From an optimization exercise on the open Yosys and OpenROAD flow, aimed at small area, a short achievable clock period and few clock cycles; shortcuts taken in it are not production practice.
Only simulation tests tie the RTL to the original design; equivalence was not proved.
Power is estimated from default activity; no workload was simulated.

--- design.v ---
`timescale 1ns/1ps
module radixconv (
    input  wire        clk,
    input  wire        rst,
    input  wire        host_valid,
    input  wire        host_we,
    input  wire        host_buf,
    input  wire [6:0]  host_addr,
    input  wire [15:0] host_wdata,
    output reg  [15:0] host_rdata
);
    localparam BUF_SIZE = 128;
    localparam [3:0] ERR_ILLEGAL = 4'd1;
    localparam [3:0] ERR_WIDTH   = 4'd2;
    localparam [3:0] ERR_BOUNDS  = 4'd3;
    localparam [3:0] ERR_OVERLAP = 4'd4;
    localparam [3:0] ERR_SYMBOL  = 4'd5;
    localparam [3:0] ERR_BUSY    = 4'd6;
    localparam [2:0] S_CHK   = 3'd0;    
    localparam [2:0] S_DIV   = 3'd1;    
    localparam [2:0] S_SET   = 3'd2;    
    localparam [2:0] S_CONV  = 3'd3;    
    localparam [2:0] S_ALPHA = 3'd4;    
    reg [7:0]  buf_mem [0:BUF_SIZE-1];
    reg [15:0] cmdl, srcaddr, srclen, dstaddr, dstlen;
    reg        busy, done, err;
    reg [3:0]  errcode;
    reg [2:0]  state;
    reg [1:0]  div_cnt;
    reg [11:0] div_l;        
    reg [11:0] div_q;        
    reg [2:0]  div_r;        
    reg [10:0] m_len;        
    reg        fwd;          
    reg        fip;          
    reg        skip;         
    reg [31:0] work;
    reg [5:0]  wbits;
    reg [7:0]  ins_left;
    reg [6:0]  rp, wp;
    reg [4:0]  wi;           
    wire [3:0] op  = cmdl[15:12];
    wire [3:0] a_w = cmdl[11:8];
    wire [3:0] b_w = cmdl[7:4];
    wire       p_f = cmdl[3];
    wire op_conv     = (op == 4'h1);
    wire op_convip   = (op == 4'h2);
    wire op_conv_any = op_conv | op_convip;
    wire emit_part   = op_conv | p_f;    
    wire host_wr_reg  = host_valid &  host_we & ~host_buf;
    wire host_acc_buf = host_valid & host_buf;
    wire [15:0] w = host_wdata;
    wire wr_cmd     = host_wr_reg & (host_addr[2:0] == 3'd0);
    wire wr_srcaddr = host_wr_reg & (host_addr[2:0] == 3'd2);
    wire wr_srclen  = host_wr_reg & (host_addr[2:0] == 3'd3);
    wire wr_dstaddr = host_wr_reg & (host_addr[2:0] == 3'd4);
    wire wr_param   = wr_srcaddr | wr_srclen | wr_dstaddr;
    wire is_srst = wr_cmd & (w == 16'hF000);
    reg legal;
    always @* begin
        case (w[15:12])
            4'h0, 4'h4, 4'h5, 4'h6, 4'h7, 4'hF: legal = (w[11:0] == 12'h000);
            4'h1: legal = (w[3:0] == 4'h0);
            4'h2: legal = (w[2:0] == 3'h0);
            default: legal = 1'b0;
        endcase
    end
    wire busy_violation = busy & (host_acc_buf | wr_param | (wr_cmd & ~is_srst));
    wire cmd_illegal = wr_cmd & ~is_srst & ~err & ~busy & ~legal;
    wire cmd_accept  = wr_cmd & ~is_srst & ~err & ~busy & legal & (w != 16'h0000);
    wire w_fwd = ~((w[15:12] == 4'h2) & (w[7:4] < w[11:8]));
    wire w_fip = (w[15:12] == 4'h2) & w_fwd;
    reg  [4:0]  eng_ridx;
    wire [4:0]  ridx = busy ? eng_ridx : host_addr[6:2];
    wire [31:0] rword = {buf_mem[{ridx, 2'd3}], buf_mem[{ridx, 2'd2}],
                         buf_mem[{ridx, 2'd1}], buf_mem[{ridx, 2'd0}]};
    wire [7:0]  rlane [0:3];
    assign rlane[0] = rword[7:0];
    assign rlane[1] = rword[15:8];
    assign rlane[2] = rword[23:16];
    assign rlane[3] = rword[31:24];
    wire [15:0] n_len = srclen;
    wire        n_zero = (n_len == 16'd0);
    wire        width_bad = (a_w == 4'd0) | (a_w > 4'd8) | (b_w == 4'd0) | (b_w > 4'd8);
    wire [16:0] src_end = {1'b0, srcaddr} + {1'b0, n_len};
    wire        src_ok  = n_zero | (src_end <= BUF_SIZE);
    wire [15:0] dbase   = op_conv ? dstaddr : srcaddr;
    wire [16:0] dst_end = {1'b0, dbase} + {6'd0, m_len};
    wire        dst_ok  = (m_len == 11'd0) | (dst_end <= BUF_SIZE);
    wire        overlap = op_conv & (m_len != 11'd0) &
                          ({1'b0, srcaddr} < dst_end) & ({1'b0, dstaddr} < src_end);
    function [3:0] div_step;    
        input [3:0] b;
        input [2:0] r;
        input       x;
        reg   [3:0] d;
        begin
            case ({b, r, x})
                {4'd1, 3'd0, 1'b0}: d = {1'b0, 3'd0};
                {4'd1, 3'd0, 1'b1}: d = {1'b1, 3'd0};
                {4'd2, 3'd0, 1'b0}: d = {1'b0, 3'd0};
                {4'd2, 3'd0, 1'b1}: d = {1'b0, 3'd1};
                {4'd2, 3'd1, 1'b0}: d = {1'b1, 3'd0};
                {4'd2, 3'd1, 1'b1}: d = {1'b1, 3'd1};
                {4'd3, 3'd0, 1'b0}: d = {1'b0, 3'd0};
                {4'd3, 3'd0, 1'b1}: d = {1'b0, 3'd1};
                {4'd3, 3'd1, 1'b0}: d = {1'b0, 3'd2};
                {4'd3, 3'd1, 1'b1}: d = {1'b1, 3'd0};
                {4'd3, 3'd2, 1'b0}: d = {1'b1, 3'd1};
                {4'd3, 3'd2, 1'b1}: d = {1'b1, 3'd2};
                {4'd4, 3'd0, 1'b0}: d = {1'b0, 3'd0};
                {4'd4, 3'd0, 1'b1}: d = {1'b0, 3'd1};
                {4'd4, 3'd1, 1'b0}: d = {1'b0, 3'd2};
                {4'd4, 3'd1, 1'b1}: d = {1'b0, 3'd3};
                {4'd4, 3'd2, 1'b0}: d = {1'b1, 3'd0};
                {4'd4, 3'd2, 1'b1}: d = {1'b1, 3'd1};
                {4'd4, 3'd3, 1'b0}: d = {1'b1, 3'd2};
                {4'd4, 3'd3, 1'b1}: d = {1'b1, 3'd3};
                {4'd5, 3'd0, 1'b0}: d = {1'b0, 3'd0};
                {4'd5, 3'd0, 1'b1}: d = {1'b0, 3'd1};
                {4'd5, 3'd1, 1'b0}: d = {1'b0, 3'd2};
                {4'd5, 3'd1, 1'b1}: d = {1'b0, 3'd3};
                {4'd5, 3'd2, 1'b0}: d = {1'b0, 3'd4};
                {4'd5, 3'd2, 1'b1}: d = {1'b1, 3'd0};
                {4'd5, 3'd3, 1'b0}: d = {1'b1, 3'd1};
                {4'd5, 3'd3, 1'b1}: d = {1'b1, 3'd2};
                {4'd5, 3'd4, 1'b0}: d = {1'b1, 3'd3};
                {4'd5, 3'd4, 1'b1}: d = {1'b1, 3'd4};
                {4'd6, 3'd0, 1'b0}: d = {1'b0, 3'd0};
                {4'd6, 3'd0, 1'b1}: d = {1'b0, 3'd1};
                {4'd6, 3'd1, 1'b0}: d = {1'b0, 3'd2};
                {4'd6, 3'd1, 1'b1}: d = {1'b0, 3'd3};
                {4'd6, 3'd2, 1'b0}: d = {1'b0, 3'd4};
                {4'd6, 3'd2, 1'b1}: d = {1'b0, 3'd5};
                {4'd6, 3'd3, 1'b0}: d = {1'b1, 3'd0};
                {4'd6, 3'd3, 1'b1}: d = {1'b1, 3'd1};
                {4'd6, 3'd4, 1'b0}: d = {1'b1, 3'd2};
                {4'd6, 3'd4, 1'b1}: d = {1'b1, 3'd3};
                {4'd6, 3'd5, 1'b0}: d = {1'b1, 3'd4};
                {4'd6, 3'd5, 1'b1}: d = {1'b1, 3'd5};
                {4'd7, 3'd0, 1'b0}: d = {1'b0, 3'd0};
                {4'd7, 3'd0, 1'b1}: d = {1'b0, 3'd1};
                {4'd7, 3'd1, 1'b0}: d = {1'b0, 3'd2};
                {4'd7, 3'd1, 1'b1}: d = {1'b0, 3'd3};
                {4'd7, 3'd2, 1'b0}: d = {1'b0, 3'd4};
                {4'd7, 3'd2, 1'b1}: d = {1'b0, 3'd5};
                {4'd7, 3'd3, 1'b0}: d = {1'b0, 3'd6};
                {4'd7, 3'd3, 1'b1}: d = {1'b1, 3'd0};
                {4'd7, 3'd4, 1'b0}: d = {1'b1, 3'd1};
                {4'd7, 3'd4, 1'b1}: d = {1'b1, 3'd2};
                {4'd7, 3'd5, 1'b0}: d = {1'b1, 3'd3};
                {4'd7, 3'd5, 1'b1}: d = {1'b1, 3'd4};
                {4'd7, 3'd6, 1'b0}: d = {1'b1, 3'd5};
                {4'd7, 3'd6, 1'b1}: d = {1'b1, 3'd6};
                {4'd8, 3'd0, 1'b0}: d = {1'b0, 3'd0};
                {4'd8, 3'd0, 1'b1}: d = {1'b0, 3'd1};
                {4'd8, 3'd1, 1'b0}: d = {1'b0, 3'd2};
                {4'd8, 3'd1, 1'b1}: d = {1'b0, 3'd3};
                {4'd8, 3'd2, 1'b0}: d = {1'b0, 3'd4};
                {4'd8, 3'd2, 1'b1}: d = {1'b0, 3'd5};
                {4'd8, 3'd3, 1'b0}: d = {1'b0, 3'd6};
                {4'd8, 3'd3, 1'b1}: d = {1'b0, 3'd7};
                {4'd8, 3'd4, 1'b0}: d = {1'b1, 3'd0};
                {4'd8, 3'd4, 1'b1}: d = {1'b1, 3'd1};
                {4'd8, 3'd5, 1'b0}: d = {1'b1, 3'd2};
                {4'd8, 3'd5, 1'b1}: d = {1'b1, 3'd3};
                {4'd8, 3'd6, 1'b0}: d = {1'b1, 3'd4};
                {4'd8, 3'd6, 1'b1}: d = {1'b1, 3'd5};
                {4'd8, 3'd7, 1'b0}: d = {1'b1, 3'd6};
                {4'd8, 3'd7, 1'b1}: d = {1'b1, 3'd7};
                default: d = 4'd0;
            endcase
            div_step = d;
        end
    endfunction
    wire [3:0] dv1 = div_step(b_w, div_r,     div_l[11]);
    wire [3:0] dv2 = div_step(b_w, dv1[2:0],  div_l[10]);
    wire [3:0] dv3 = div_step(b_w, dv2[2:0],  div_l[9]);
    wire [11:0] q_nx = {div_q[8:0], dv1[3], dv2[3], dv3[3]};
    wire [2:0]  r_nx = dv3[2:0];
    wire [3:0] g_w = 4'd8 - b_w;                     
    wire [7:0] a_mask = ~(8'hFF << a_w);
    wire [7:0] b_mask = ~(8'hFF << b_w);
    wire [7:0] g_mask = ~(8'hFF << g_w);
    wire [6:0] rp1  = fwd ? rp + 7'd1 : rp - 7'd1;
    wire       pair = fwd ? (rp[1:0] != 2'd3) : (rp[1:0] != 2'd0);
    wire [7:0] s0 = rlane[rp[1:0]];
    wire [7:0] s1 = rlane[rp1[1:0]];
    wire       bad0 = |(s0 & ~a_mask);
    wire       bad1 = |(s1 & ~a_mask);
    wire [7:0] u0 = fwd ? s0 : {s0[0], s0[1], s0[2], s0[3], s0[4], s0[5], s0[6], s0[7]};
    wire [7:0] u1 = fwd ? s1 : {s1[0], s1[1], s1[2], s1[3], s1[4], s1[5], s1[6], s1[7]};
    wire [5:0] b6  = {2'd0, b_w};
    wire [5:0] b26 = {1'b0, b_w, 1'b0};
    wire       ge1 = (wbits >= b6);
    wire       ge2 = (wbits >= b26);
    wire       ins_done = (ins_left == 8'd0);
    wire       part_ok  = fwd & ins_done & emit_part;
    wire [1:0] k = ge2 ? 2'd2 :
                   ge1 ? ((part_ok & (wbits != b6)) ? 2'd2 : 2'd1) :
                   ((part_ok & (wbits != 6'd0)) ? 2'd1 : 2'd0);
    wire       k_part = part_ok & ~ge2;                   
    wire [5:0] wrem = k_part & (k != 2'd0) ? 6'd0 :
                      (k == 2'd2) ? wbits - b26 :
                      (k == 2'd1) ? wbits - b6 : wbits;
    wire [5:0] cap  = fwd ? 6'd32 : (6'd24 + b6);
    wire [5:0] a6   = {2'd0, a_w};
    wire       fit2 = ({1'b0, wbits} + {a6, 1'b0}) <= {1'b0, cap};
    wire       fit1 = ({1'b0, wbits} + {1'b0, a6}) <= {1'b0, cap};
    wire [1:0] nin  = (pair & (ins_left >= 8'd2) & fit2) ? 2'd2 :
                      (~ins_done & fit1) ? 2'd1 : 2'd0;
    wire       sym_bad = ((nin != 2'd0) & bad0) | ((nin == 2'd2) & bad1);
    wire [15:0] qin = {8'd0, u0} | ((nin == 2'd2) ? ({8'd0, u1} << a_w) : 16'd0);
    wire [5:0]  ins_off = fwd ? wrem : wrem + a6 - b6;
    wire [5:0]  cons = (k == 2'd2) ? b26 : (k == 2'd1) ? b6 : 6'd0;
    wire [31:0] work_c = (work >> cons) & (fwd ? 32'hFFFFFFFF : ~{24'd0, g_mask});
    wire [31:0] work_nx = work_c | (nin != 2'd0 ? ({16'd0, qin} << ins_off) : 32'd0);
    wire [5:0]  wbits_nx = wrem + ((nin == 2'd2) ? {a6[4:0], 1'b0} : (nin == 2'd1) ? a6 : 6'd0);
    wire [7:0]  ins_nx = ins_left - {6'd0, nin};
    wire [7:0] win0 = work[7:0];
    wire [7:0] win1 = work[b_w +: 8];
    wire [7:0] wm0  = win0 & ~g_mask;
    wire [7:0] wm1  = win1 & ~g_mask;
    wire [7:0] o0 = fwd ? (win0 & b_mask) : {wm0[0], wm0[1], wm0[2], wm0[3], wm0[4], wm0[5], wm0[6], wm0[7]};
    wire [7:0] o1 = fwd ? (win1 & b_mask) : {wm1[0], wm1[1], wm1[2], wm1[3], wm1[4], wm1[5], wm1[6], wm1[7]};
    wire       skip_now = skip & (k != 2'd0);
    wire [1:0] nw  = k - {1'b0, skip_now};
    wire [7:0] d0  = skip_now ? o1 : o0;
    wire [6:0] wp1 = fwd ? wp + 7'd1 : wp - 7'd1;
    wire [6:0] wp2 = fwd ? wp + 7'd2 : wp - 7'd2;
    wire [6:0] wp_nx = (nw == 2'd2) ? wp2 : (nw == 2'd1) ? wp1 : wp;
    wire       c_done = (ins_nx == 8'd0) &
                        (fwd ? ((wbits_nx < b6) & (~emit_part | (wbits_nx == 6'd0)))
                             : (wbits_nx == 6'd0));
    function [7:0] t_n2p32;
        input [4:0] v;
        reg   [7:0] t;
        begin
            case (v)
                5'd0: t = 8'h61;
                5'd1: t = 8'h62;
                5'd2: t = 8'h63;
                5'd3: t = 8'h64;
                5'd4: t = 8'h65;
                5'd5: t = 8'h66;
                5'd6: t = 8'h67;
                5'd7: t = 8'h68;
                5'd8: t = 8'h69;
                5'd9: t = 8'h6A;
                5'd10: t = 8'h6B;
                5'd11: t = 8'h6C;
                5'd12: t = 8'h6D;
                5'd13: t = 8'h6E;
                5'd14: t = 8'h6F;
                5'd15: t = 8'h70;
                5'd16: t = 8'h71;
                5'd17: t = 8'h72;
                5'd18: t = 8'h73;
                5'd19: t = 8'h74;
                5'd20: t = 8'h75;
                5'd21: t = 8'h76;
                5'd22: t = 8'h77;
                5'd23: t = 8'h78;
                5'd24: t = 8'h79;
                5'd25: t = 8'h7A;
                5'd26: t = 8'h32;
                5'd27: t = 8'h33;
                5'd28: t = 8'h34;
                5'd29: t = 8'h35;
                5'd30: t = 8'h36;
                5'd31: t = 8'h37;
                default: t = 8'h00;
            endcase
            t_n2p32 = t;
        end
    endfunction
    function [7:0] t_p2n32;
        input [7:0] v;
        reg   [7:0] t;
        begin
            case (v)
                8'h62: t = 8'd1;
                8'h63: t = 8'd2;
                8'h64: t = 8'd3;
                8'h65: t = 8'd4;
                8'h66: t = 8'd5;
                8'h67: t = 8'd6;
                8'h68: t = 8'd7;
                8'h69: t = 8'd8;
                8'h6A: t = 8'd9;
                8'h6B: t = 8'd10;
                8'h6C: t = 8'd11;
                8'h6D: t = 8'd12;
                8'h6E: t = 8'd13;
                8'h6F: t = 8'd14;
                8'h70: t = 8'd15;
                8'h71: t = 8'd16;
                8'h72: t = 8'd17;
                8'h73: t = 8'd18;
                8'h74: t = 8'd19;
                8'h75: t = 8'd20;
                8'h76: t = 8'd21;
                8'h77: t = 8'd22;
                8'h78: t = 8'd23;
                8'h79: t = 8'd24;
                8'h7A: t = 8'd25;
                8'h32: t = 8'd26;
                8'h33: t = 8'd27;
                8'h34: t = 8'd28;
                8'h35: t = 8'd29;
                8'h36: t = 8'd30;
                8'h37: t = 8'd31;
                default: t = 8'h00;
            endcase
            t_p2n32 = t;
        end
    endfunction
    function [7:0] t_n2p64;
        input [5:0] v;
        reg   [7:0] t;
        begin
            case (v)
                6'd0: t = 8'h2C;
                6'd1: t = 8'h2D;
                6'd2: t = 8'h30;
                6'd3: t = 8'h31;
                6'd4: t = 8'h32;
                6'd5: t = 8'h33;
                6'd6: t = 8'h34;
                6'd7: t = 8'h35;
                6'd8: t = 8'h36;
                6'd9: t = 8'h37;
                6'd10: t = 8'h38;
                6'd11: t = 8'h39;
                6'd12: t = 8'h41;
                6'd13: t = 8'h42;
                6'd14: t = 8'h43;
                6'd15: t = 8'h44;
                6'd16: t = 8'h45;
                6'd17: t = 8'h46;
                6'd18: t = 8'h47;
                6'd19: t = 8'h48;
                6'd20: t = 8'h49;
                6'd21: t = 8'h4A;
                6'd22: t = 8'h4B;
                6'd23: t = 8'h4C;
                6'd24: t = 8'h4D;
                6'd25: t = 8'h4E;
                6'd26: t = 8'h4F;
                6'd27: t = 8'h50;
                6'd28: t = 8'h51;
                6'd29: t = 8'h52;
                6'd30: t = 8'h53;
                6'd31: t = 8'h54;
                6'd32: t = 8'h55;
                6'd33: t = 8'h56;
                6'd34: t = 8'h57;
                6'd35: t = 8'h58;
                6'd36: t = 8'h59;
                6'd37: t = 8'h5A;
                6'd38: t = 8'h61;
                6'd39: t = 8'h62;
                6'd40: t = 8'h63;
                6'd41: t = 8'h64;
                6'd42: t = 8'h65;
                6'd43: t = 8'h66;
                6'd44: t = 8'h67;
                6'd45: t = 8'h68;
                6'd46: t = 8'h69;
                6'd47: t = 8'h6A;
                6'd48: t = 8'h6B;
                6'd49: t = 8'h6C;
                6'd50: t = 8'h6D;
                6'd51: t = 8'h6E;
                6'd52: t = 8'h6F;
                6'd53: t = 8'h70;
                6'd54: t = 8'h71;
                6'd55: t = 8'h72;
                6'd56: t = 8'h73;
                6'd57: t = 8'h74;
                6'd58: t = 8'h75;
                6'd59: t = 8'h76;
                6'd60: t = 8'h77;
                6'd61: t = 8'h78;
                6'd62: t = 8'h79;
                6'd63: t = 8'h7A;
                default: t = 8'h00;
            endcase
            t_n2p64 = t;
        end
    endfunction
    function [7:0] t_p2n64;
        input [7:0] v;
        reg   [7:0] t;
        begin
            case (v)
                8'h2D: t = 8'd1;
                8'h30: t = 8'd2;
                8'h31: t = 8'd3;
                8'h32: t = 8'd4;
                8'h33: t = 8'd5;
                8'h34: t = 8'd6;
                8'h35: t = 8'd7;
                8'h36: t = 8'd8;
                8'h37: t = 8'd9;
                8'h38: t = 8'd10;
                8'h39: t = 8'd11;
                8'h41: t = 8'd12;
                8'h42: t = 8'd13;
                8'h43: t = 8'd14;
                8'h44: t = 8'd15;
                8'h45: t = 8'd16;
                8'h46: t = 8'd17;
                8'h47: t = 8'd18;
                8'h48: t = 8'd19;
                8'h49: t = 8'd20;
                8'h4A: t = 8'd21;
                8'h4B: t = 8'd22;
                8'h4C: t = 8'd23;
                8'h4D: t = 8'd24;
                8'h4E: t = 8'd25;
                8'h4F: t = 8'd26;
                8'h50: t = 8'd27;
                8'h51: t = 8'd28;
                8'h52: t = 8'd29;
                8'h53: t = 8'd30;
                8'h54: t = 8'd31;
                8'h55: t = 8'd32;
                8'h56: t = 8'd33;
                8'h57: t = 8'd34;
                8'h58: t = 8'd35;
                8'h59: t = 8'd36;
                8'h5A: t = 8'd37;
                8'h61: t = 8'd38;
                8'h62: t = 8'd39;
                8'h63: t = 8'd40;
                8'h64: t = 8'd41;
                8'h65: t = 8'd42;
                8'h66: t = 8'd43;
                8'h67: t = 8'd44;
                8'h68: t = 8'd45;
                8'h69: t = 8'd46;
                8'h6A: t = 8'd47;
                8'h6B: t = 8'd48;
                8'h6C: t = 8'd49;
                8'h6D: t = 8'd50;
                8'h6E: t = 8'd51;
                8'h6F: t = 8'd52;
                8'h70: t = 8'd53;
                8'h71: t = 8'd54;
                8'h72: t = 8'd55;
                8'h73: t = 8'd56;
                8'h74: t = 8'd57;
                8'h75: t = 8'd58;
                8'h76: t = 8'd59;
                8'h77: t = 8'd60;
                8'h78: t = 8'd61;
                8'h79: t = 8'd62;
                8'h7A: t = 8'd63;
                default: t = 8'h00;
            endcase
            t_p2n64 = t;
        end
    endfunction
    function [8:0] alpha;    
        input [1:0] o;
        input [7:0] v;
        begin
            case (o)
                2'd0:    alpha = {|v[7:5], t_n2p32(v[4:0])};
                2'd1:    alpha = {1'b0,    t_p2n32(v)};
                2'd2:    alpha = {|v[7:6], t_n2p64(v[5:0])};
                default: alpha = {1'b0,    t_p2n64(v)};
            endcase
        end
    endfunction
    wire [6:0] a_end = srcaddr[6:0] + n_len[6:0] - 7'd1;      
    wire       a_lo_w = (wi == srcaddr[6:2]);
    wire       a_hi_w = (wi == a_end[6:2]);
    reg  [3:0] a_en;
    reg  [7:0] a_val [0:3];
    reg        a_bad;
    reg  [8:0] a_t;
    integer    li;
    always @* begin
        a_bad = 1'b0;
        for (li = 0; li < 4; li = li + 1) begin
            a_en[li] = (~a_lo_w | (li[1:0] >= srcaddr[1:0])) & (~a_hi_w | (li[1:0] <= a_end[1:0]));
            a_t = alpha(op[1:0], rlane[li]);
            a_val[li] = a_t[7:0];
            if (a_en[li] & a_t[8]) a_bad = 1'b1;
        end
    end
    wire stream_on = (state == S_CONV) | (fip & ((state == S_CHK) | (state == S_DIV)));
    wire stream_wr = (state == S_CONV) | (fip & (state == S_DIV));    
    reg        eng_fault;
    reg [3:0]  eng_code;
    reg        eng_finish;
    reg [10:0] fin_len;
    reg [3:0]  eng_we;       
    reg [4:0]  eng_widx [0:3];
    reg [7:0]  eng_wd   [0:3];
    integer    ej;
    always @* begin
        eng_fault  = 1'b0;
        eng_code   = 4'd0;
        eng_finish = 1'b0;
        fin_len    = m_len;
        eng_ridx   = op_conv_any ? rp[6:2] : wi;
        for (ej = 0; ej < 4; ej = ej + 1) begin
            eng_we[ej]   = 1'b0;
            eng_widx[ej] = wi;
            eng_wd[ej]   = a_val[ej];
        end
        if (op_conv_any) begin
            for (ej = 0; ej < 4; ej = ej + 1) begin
                if ((nw == 2'd2) && (wp1[1:0] == ej[1:0])) begin
                    eng_we[ej]   = stream_wr;
                    eng_widx[ej] = wp1[6:2];
                    eng_wd[ej]   = o1;
                end else begin
                    eng_we[ej]   = stream_wr & (nw != 2'd0) & (wp[1:0] == ej[1:0]);
                    eng_widx[ej] = wp[6:2];
                    eng_wd[ej]   = d0;
                end
            end
            case (state)
                S_CHK: begin
                    if (width_bad) begin
                        eng_fault = 1'b1;
                        eng_code  = ERR_WIDTH;
                    end else if (!src_ok) begin
                        eng_fault = 1'b1;
                        eng_code  = ERR_BOUNDS;
                    end else if (n_zero) begin
                        eng_finish = 1'b1;
                        fin_len    = 11'd0;
                    end else if (fip & sym_bad) begin
                        eng_fault = 1'b1;
                        eng_code  = ERR_SYMBOL;
                    end
                end
                S_DIV: begin
                    if (fip & sym_bad) begin
                        eng_fault = 1'b1;
                        eng_code  = ERR_SYMBOL;
                    end
                end
                S_SET: begin
                    if (!dst_ok) begin
                        eng_fault = 1'b1;
                        eng_code  = ERR_BOUNDS;
                    end else if (overlap) begin
                        eng_fault = 1'b1;
                        eng_code  = ERR_OVERLAP;
                    end
                end
                S_CONV: begin
                    if (sym_bad) begin
                        eng_fault = 1'b1;
                        eng_code  = ERR_SYMBOL;
                    end else if (c_done) begin
                        eng_finish = 1'b1;
                    end
                end
                default: ;
            endcase
        end else begin
            if (state == S_CHK && !src_ok) begin
                eng_fault = 1'b1;
                eng_code  = ERR_BOUNDS;
            end else if (state == S_CHK && n_zero) begin
                eng_finish = 1'b1;
                fin_len    = 11'd0;
            end else begin
                for (ej = 0; ej < 4; ej = ej + 1)
                    eng_we[ej] = a_en[ej];
                if (a_bad) begin
                    eng_fault = 1'b1;
                    eng_code  = ERR_SYMBOL;
                end else if (a_hi_w) begin
                    eng_finish = 1'b1;
                    fin_len    = n_len[10:0];
                end
            end
        end
        if (!busy) begin
            eng_fault  = 1'b0;
            eng_finish = 1'b0;
            for (ej = 0; ej < 4; ej = ej + 1) eng_we[ej] = 1'b0;
        end
    end
    wire host_buf_wr = host_valid & host_we & host_buf & ~busy;
    reg  [3:0] l_we;
    reg  [4:0] l_idx [0:3];
    reg  [7:0] l_wd  [0:3];
    integer    lj;
    always @* begin
        for (lj = 0; lj < 4; lj = lj + 1) begin
            if (busy) begin
                l_we[lj]  = eng_we[lj];
                l_idx[lj] = eng_widx[lj];
                l_wd[lj]  = eng_wd[lj];
            end else begin
                l_we[lj]  = host_buf_wr & (host_addr[1:0] == lj[1:0]);
                l_idx[lj] = host_addr[6:2];
                l_wd[lj]  = host_wdata[7:0];
            end
        end
    end
    genvar gb;
    generate
        for (gb = 0; gb < BUF_SIZE; gb = gb + 1) begin : g_buf
            always @(posedge clk) begin
                if (l_we[gb % 4] && l_idx[gb % 4] == (gb / 4))
                    buf_mem[gb] <= l_wd[gb % 4];
            end
        end
    endgenerate
    reg        busy_n, done_n, err_n;
    reg [3:0]  errcode_n;
    reg [15:0] dstlen_n;
    always @* begin
        busy_n    = busy;
        done_n    = done;
        err_n     = err;
        errcode_n = errcode;
        dstlen_n  = dstlen;
        if (rst || is_srst) begin
            busy_n = 1'b0; done_n = 1'b0; err_n = 1'b0; errcode_n = 4'd0; dstlen_n = 16'd0;
        end else if (busy_violation) begin
            busy_n = 1'b0; done_n = 1'b0; err_n = 1'b1; errcode_n = ERR_BUSY;
        end else if (cmd_illegal) begin
            err_n = 1'b1; errcode_n = ERR_ILLEGAL; done_n = 1'b0;
        end else if (cmd_accept) begin
            busy_n = 1'b1; done_n = 1'b0;
        end else if (eng_fault) begin
            busy_n = 1'b0; err_n = 1'b1; errcode_n = eng_code;
        end else if (eng_finish) begin
            busy_n = 1'b0; done_n = 1'b1; dstlen_n = {5'd0, fin_len};
        end
    end
    wire [15:0] status_n = {8'h00, errcode_n, 1'b0, err_n, done_n, busy_n};
    reg [15:0] reg_rd;
    always @* begin
        case (host_addr[2:0])
            3'd0: reg_rd = cmdl;
            3'd1: reg_rd = status_n;
            3'd2: reg_rd = srcaddr;
            3'd3: reg_rd = srclen;
            3'd4: reg_rd = dstaddr;
            3'd5: reg_rd = dstlen_n;
            default: reg_rd = 16'h0000;
        endcase
    end
    always @(posedge clk) begin
        if (host_valid && !host_we)
            host_rdata <= host_buf ? {8'h00, rlane[host_addr[1:0]]} : reg_rd;
    end
    always @(posedge clk) begin
        busy    <= busy_n;
        done    <= done_n;
        err     <= err_n;
        errcode <= errcode_n;
        dstlen  <= dstlen_n;
        if (rst || is_srst) begin
            cmdl    <= 16'h0000;
            srcaddr <= 16'h0000;
            srclen  <= 16'h0000;
            dstaddr <= 16'h0000;
        end else if (!busy_violation) begin
            if (wr_srcaddr) srcaddr <= w;
            if (wr_srclen)  srclen  <= w;
            if (wr_dstaddr) dstaddr <= w;
            if (cmd_accept) begin
                cmdl     <= w;
                state    <= S_CHK;
                fwd      <= w_fwd;
                fip      <= w_fip;
                skip     <= 1'b0;
                rp       <= srcaddr[6:0];
                wp       <= srcaddr[6:0];
                wi       <= srcaddr[6:2];
                work     <= 32'd0;
                wbits    <= 6'd0;
                ins_left <= srclen[7:0];
            end
        end
        if (busy) begin
            if (stream_on) begin
                work     <= work_nx;
                wbits    <= wbits_nx;
                ins_left <= ins_nx;
                if (nin == 2'd2)      rp <= fwd ? rp + 7'd2 : rp - 7'd2;
                else if (nin == 2'd1) rp <= rp1;
                wp <= wp_nx;
                if (k != 2'd0) skip <= 1'b0;
            end
            case (state)
                S_CHK: begin
                    wi      <= wi + 5'd1;
                    div_l   <= {4'd0, n_len[7:0]} * {8'd0, a_w};
                    div_q   <= 12'd0;
                    div_r   <= 3'd0;
                    div_cnt <= 2'd0;
                    state   <= op_conv_any ? S_DIV : S_ALPHA;
                end
                S_ALPHA: begin
                    wi <= wi + 5'd1;
                end
                S_DIV: begin
                    div_l   <= {div_l[8:0], 3'd0};
                    div_q   <= q_nx;
                    div_r   <= r_nx;
                    div_cnt <= div_cnt + 2'd1;
                    if (div_cnt == 2'd3) begin
                        m_len <= q_nx[10:0] + {10'd0, emit_part & (r_nx != 3'd0)};
                        state <= fip ? S_CONV : S_SET;
                    end
                end
                S_SET: begin
                    work     <= 32'd0;
                    wbits    <= (fwd | (div_r == 3'd0)) ? 6'd0 : (b6 - {3'd0, div_r});
                    skip     <= ~fwd & ~p_f & (div_r != 3'd0);
                    ins_left <= n_len[7:0];
                    rp       <= fwd ? srcaddr[6:0] : a_end;
                    wp       <= fwd ? dbase[6:0] : (srcaddr[6:0] + m_len[6:0] - 7'd1);
                    state    <= S_CONV;
                end
                default: ;
            endcase
        end
    end
endmodule
--- constraint.sdc ---
create_clock -name core_clock -period 10.0 [get_ports {clk}]
set_input_delay 2.0000 -clock core_clock [delete_from_list [all_inputs] [get_ports {clk}]]
set_output_delay 2.0000 -clock core_clock [all_outputs]
set_load 0.01 [all_outputs]
--- config.mk ---
export PLATFORM = sky130hd
export DESIGN_NAME = radixconv
export DESIGN_NICKNAME = radixconv
export VERILOG_FILES = /design/flow/design.v
export SDC_FILE = /design/flow/constraint.sdc
export NUM_CORES = 4
export LEC_CHECK = 0
export CAP_MARGIN = 20
export CORE_MARGIN = 2
export CORE_UTILIZATION = 40
export SLEW_MARGIN = 20
--- run.sh ---
#!/bin/bash
# synth_recipe.tcl (not shown) runs the flow's synth.tcl, then flattens the netlist and writes it again
# the make line also repeats each setting of config.mk as NAME=value (left out here)
make -C /OpenROAD-flow-scripts/flow DESIGN_CONFIG=/design/flow/config.mk WORK_HOME=/design/flow/orfs CLKGATE_MAP_FILE= SYNTH_SCRIPT=/design/flow/synth_recipe.tcl finish
==> summary.txt <==
Worst-Skew Late Latency=0.83 ns; fillers=16571; synth unique cells=119; status=finished clean; CP Max Fanout=11; Post-synth ARST share=0%; Die ar.=181300 um^2; fin nets=7288; CORE AREA=176500 um^2; global-route wire length before repair=460100 um; post-DP HPWL=234900 um; die height=425.8 um; Slew @ Worst Pin=1.255 ns; synth warn=7; setup repair bufs after CTS=0; final hold vios=0; final-report setup violation count=0; CTS tree=built; post_cts resized=0; IO Port Bufs=43; drt first pass iters=8; hold_ws=0.4578 ns; Worst Path Required=10.55 ns; Slew HR=15.72%; synthesis-to-layout area growth=13.28%; total track usage=35.41%; Hold Path Class=reg -> reg; setup TNS=0 ns; Post-synth EDFFs=1086; Post-Place Cells=9186; RSZ-0062 raised after global routing=no; TritonCTS buffer count=137; root buf cell=clkbuf_16; ratio of cells with drive above 1 in the final layout=12.76%; Top Ports=44; Die X-Extent=425.8 um; Cell Pwr Density=151.2 nW/um^2; Peak VDD IR=0.1812 mV; clock period minus worst slack=8.777 ns; Synth Flop Type=edfxtp_1; top achievable clock speed=0.1139 GHz; Critical Path Sink Type=flop; Final period util=87.77%; Std-Cell Rows=154; initial core utilization=40.33%; clock sink total=1234; Iteration-0 DRC Markers=9882; CTS Hold Bufs=0; post-route insts no fill=9441; Slew Viols, Final=0; # H-tree levels=4; total power=0.01219 W; register area share after synthesis=49.98%; largest net degree at the start of global routing=83; Max-cap violations=0; Remaining DRCs=0; Max Root-Sink Buffers=3; vias in the first global route=59999; Final Routed Wirelength=330000 um; Routed WL per cell=34.95 um; DR vias=63856; final antenna-violating net count=0; clock skew=0.06055 ns; clk slew on worst S/H paths=0.06 ns; Mapped Avg Cell Area=10.33 um^2; Yosys reg bits=1234; GR Overflow Total=0; Mapped Area=71180 um^2; Mapped Cells=6893; CP arrival=9.32 ns; initial antenna violation count=15; RePlAce Congestion=1.008; kind of start point of the critical path=input pin; final core occ=45.68%; Net Count, Synth=7192; Via density=6.764; leakage=28.03 nW; Crit Path Category=in -> reg
routing by layer:
| metal | GRT usage (%) | vias to the layer above | share of wire, % |
|---|---|---|---|
| li1 | - | 26756 | - |
| met1 | 44.40 | 31274 | 36 |
| met2 | 54.08 | 4690 | 44 |
| met3 | 9.283 | 1122 | 12 |
| met4 | 22.83 | 14 | 7.7 |
| met5 | 0 | - | 0.029 |
per-stage QoR:
| step | cell area, um^2 | setup slack [ns] |
|---|---|---|
| CTS | 80520 | 1.496 |
| finish | 80630 | 1.223 |
| global placement | 75950 | 0.5908 |
| floorplan | 71180 | 2.354 |
| global route | 80610 | 1.170 |
| detailed placement | 76090 | 0.6142 |
cells in the final DEF (no fill, tap or decap), types with 48 or more instances in the layout:
cell type	n
a211oi_1	72
a21o_1	78
a21oi_1	497
a221oi_1	102
a22o_1	77
a22oi_1	165
a31oi_1	72
a32oi_1	48
and2_1	59
buf_4	378
clkbuf_16	140
dfxtp_1	143
edfxtp_1	1086
ha_1	240
inv_1	183
mux2_2	66
mux2i_1	207
nand2_1	650
nand3_1	212
nand4_1	51
nor2_1	573
nor2_2	55
nor3_1	104
o211ai_1	63
o21ai_0	453
o22ai_1	86
xnor2_1	73
cells in the mapped netlist, types with 26 or more instances:
master	instances	area [um^2]
a31oi_1	74	462.9
or3_1	34	212.7
nand2_1	651	2444
nor2b_1	44	275.3
mux2_2	66	743.2
a22oi_1	170	1276
xnor2_1	73	639.4
buf_2	85	425.4
o221ai_1	40	350.3
buf_1	50	187.7
o21ai_0	464	2322
a22o_1	78	683.2
o22ai_1	92	575.6
clkbuf_1	308	1156
a211oi_1	76	570.6
edfxtp_1	1086	32610
fa_1	31	620.6
o2111ai_1	26	227.7
a32oi_1	48	420.4
o211ai_1	63	473.0
nand3_1	212	1061
a222oi_1	38	380.4
a221o_1	29	290.3
o21a_1	28	210.2
and2_1	61	381.6
a221oi_1	102	893.4
nor3_1	115	575.6
a21o_1	79	593.1
dfxtp_1	148	2963
nand2b_1	33	206.5
nand4_1	51	319.1
a21oi_1	507	2537
inv_1	183	686.9
o31ai_1	28	210.2
and3_1	45	281.5
nor2_1	633	2376
xor2_1	38	332.8
mux2i_1	207	2072
ha_1	240	3003
cell type report:
class                   count  area [um^2]  share of cell area [%]
flip-flops and latches   1234        35580                   44.13
clock inverters            81        809.5                   1.004
diodes                      8        20.02                 0.02483
clock buffers             162         3616                   4.485
well taps                2340         2928                   3.631
inverters                 195        732.0                  0.9078
repair buffers            434         3500                   4.340
multi-input cells        4987        33440                   41.48
final timing paths:
path	end	depth (start not counted)	slack (ns)	startpoint
setup / recovery	host_rdata[7]	21	1.22	host_addr[3]
hold / removal	cmdl[0]	1	0.46	cmdl[0]
setup reg to reg	host_rdata[7]	21	1.36	busy
hold reg to reg	cmdl[0]	1	0.46	cmdl[0]
where the power goes:
group	internal [W]	switching [W]
clock	0.00287	0.00221
combinational	0.000426	0.00108
sequential	0.00560	0.00000705
state kept, by name, summed over array words and instances (netlist names), 6 cells and up:
signal / flops
dstlen: 16
srcaddr: 16
dstaddr: 16
div_q: 8
srclen: 16
wp: 7
work: 32
ins_left: 8
div_l: 12
cmdl: 16
m_len: 11
buf_mem: 1024
rp: 7
host_rdata: 16
wbits: 6
worst max-delay path: stages:
cell             delay [ns]
clkdlybuf4s50_1        0.66
or3b_2                 0.35
a22oi_2                0.22
nor2_2                 0.61
buf_4                  0.46
a311oi_1               0.08
a2111oi_0              0.68
o2111ai_1              0.74
a21oi_1                0.55
o221ai_2               0.31
a22oi_1                0.22
o211ai_1               0.12
a221oi_1               0.37
buf_4                  0.18
a21oi_2                0.10
o41ai_2                0.49
and2b_1                0.41
buf_4                  0.19
mux2i_1                0.24
o21ai_0                0.12
a21o_1                 0.17
logic make-up (layout without fill, tap and decap cells):
family / Yosys count / after routing / share of synthesized area (%)
buf+inv: 672 / 872 / 3.941
mux: 295 / 295 / 4.651
flops: 1234 / 1234 / 49.98
xor+xnor: 113 / 113 / 1.427
fa+ha+maj: 272 / 272 / 5.105
simple gates: 2039 / 2039 / 13.18
compound gates: 2268 / 2268 / 21.72
other cells: 0 / 8 / 0
Testbench counts, summed over its fixed seeds: cycles 30,218.

re-timing with driven ports:
The results above use ideal ports. As a check the final layout listed here was re-extracted and re-timed, cells and wires unchanged.
Step 1 assumes that a clkbuf_16 drives the clock port and a buf_2 every other input.
Step 2 times the ports against the registers' clock, not the clock port: input delays grow and output delays shrink by t, the midpoint of the rising clock arrivals with the driver on.
a / b / c = no drivers / after step 1 / after step 2; a / b = the first two.
t, ns: 0.899
slack for setup (ns): 1.223 / 1.247 / 0.348
clock arrival spread, ns: 0.061 / 0.062
After both steps setup and hold are still met in this run. For this run, drivers alone change the setup slack by +0.024 ns; drivers and shift together by -0.875 ns.
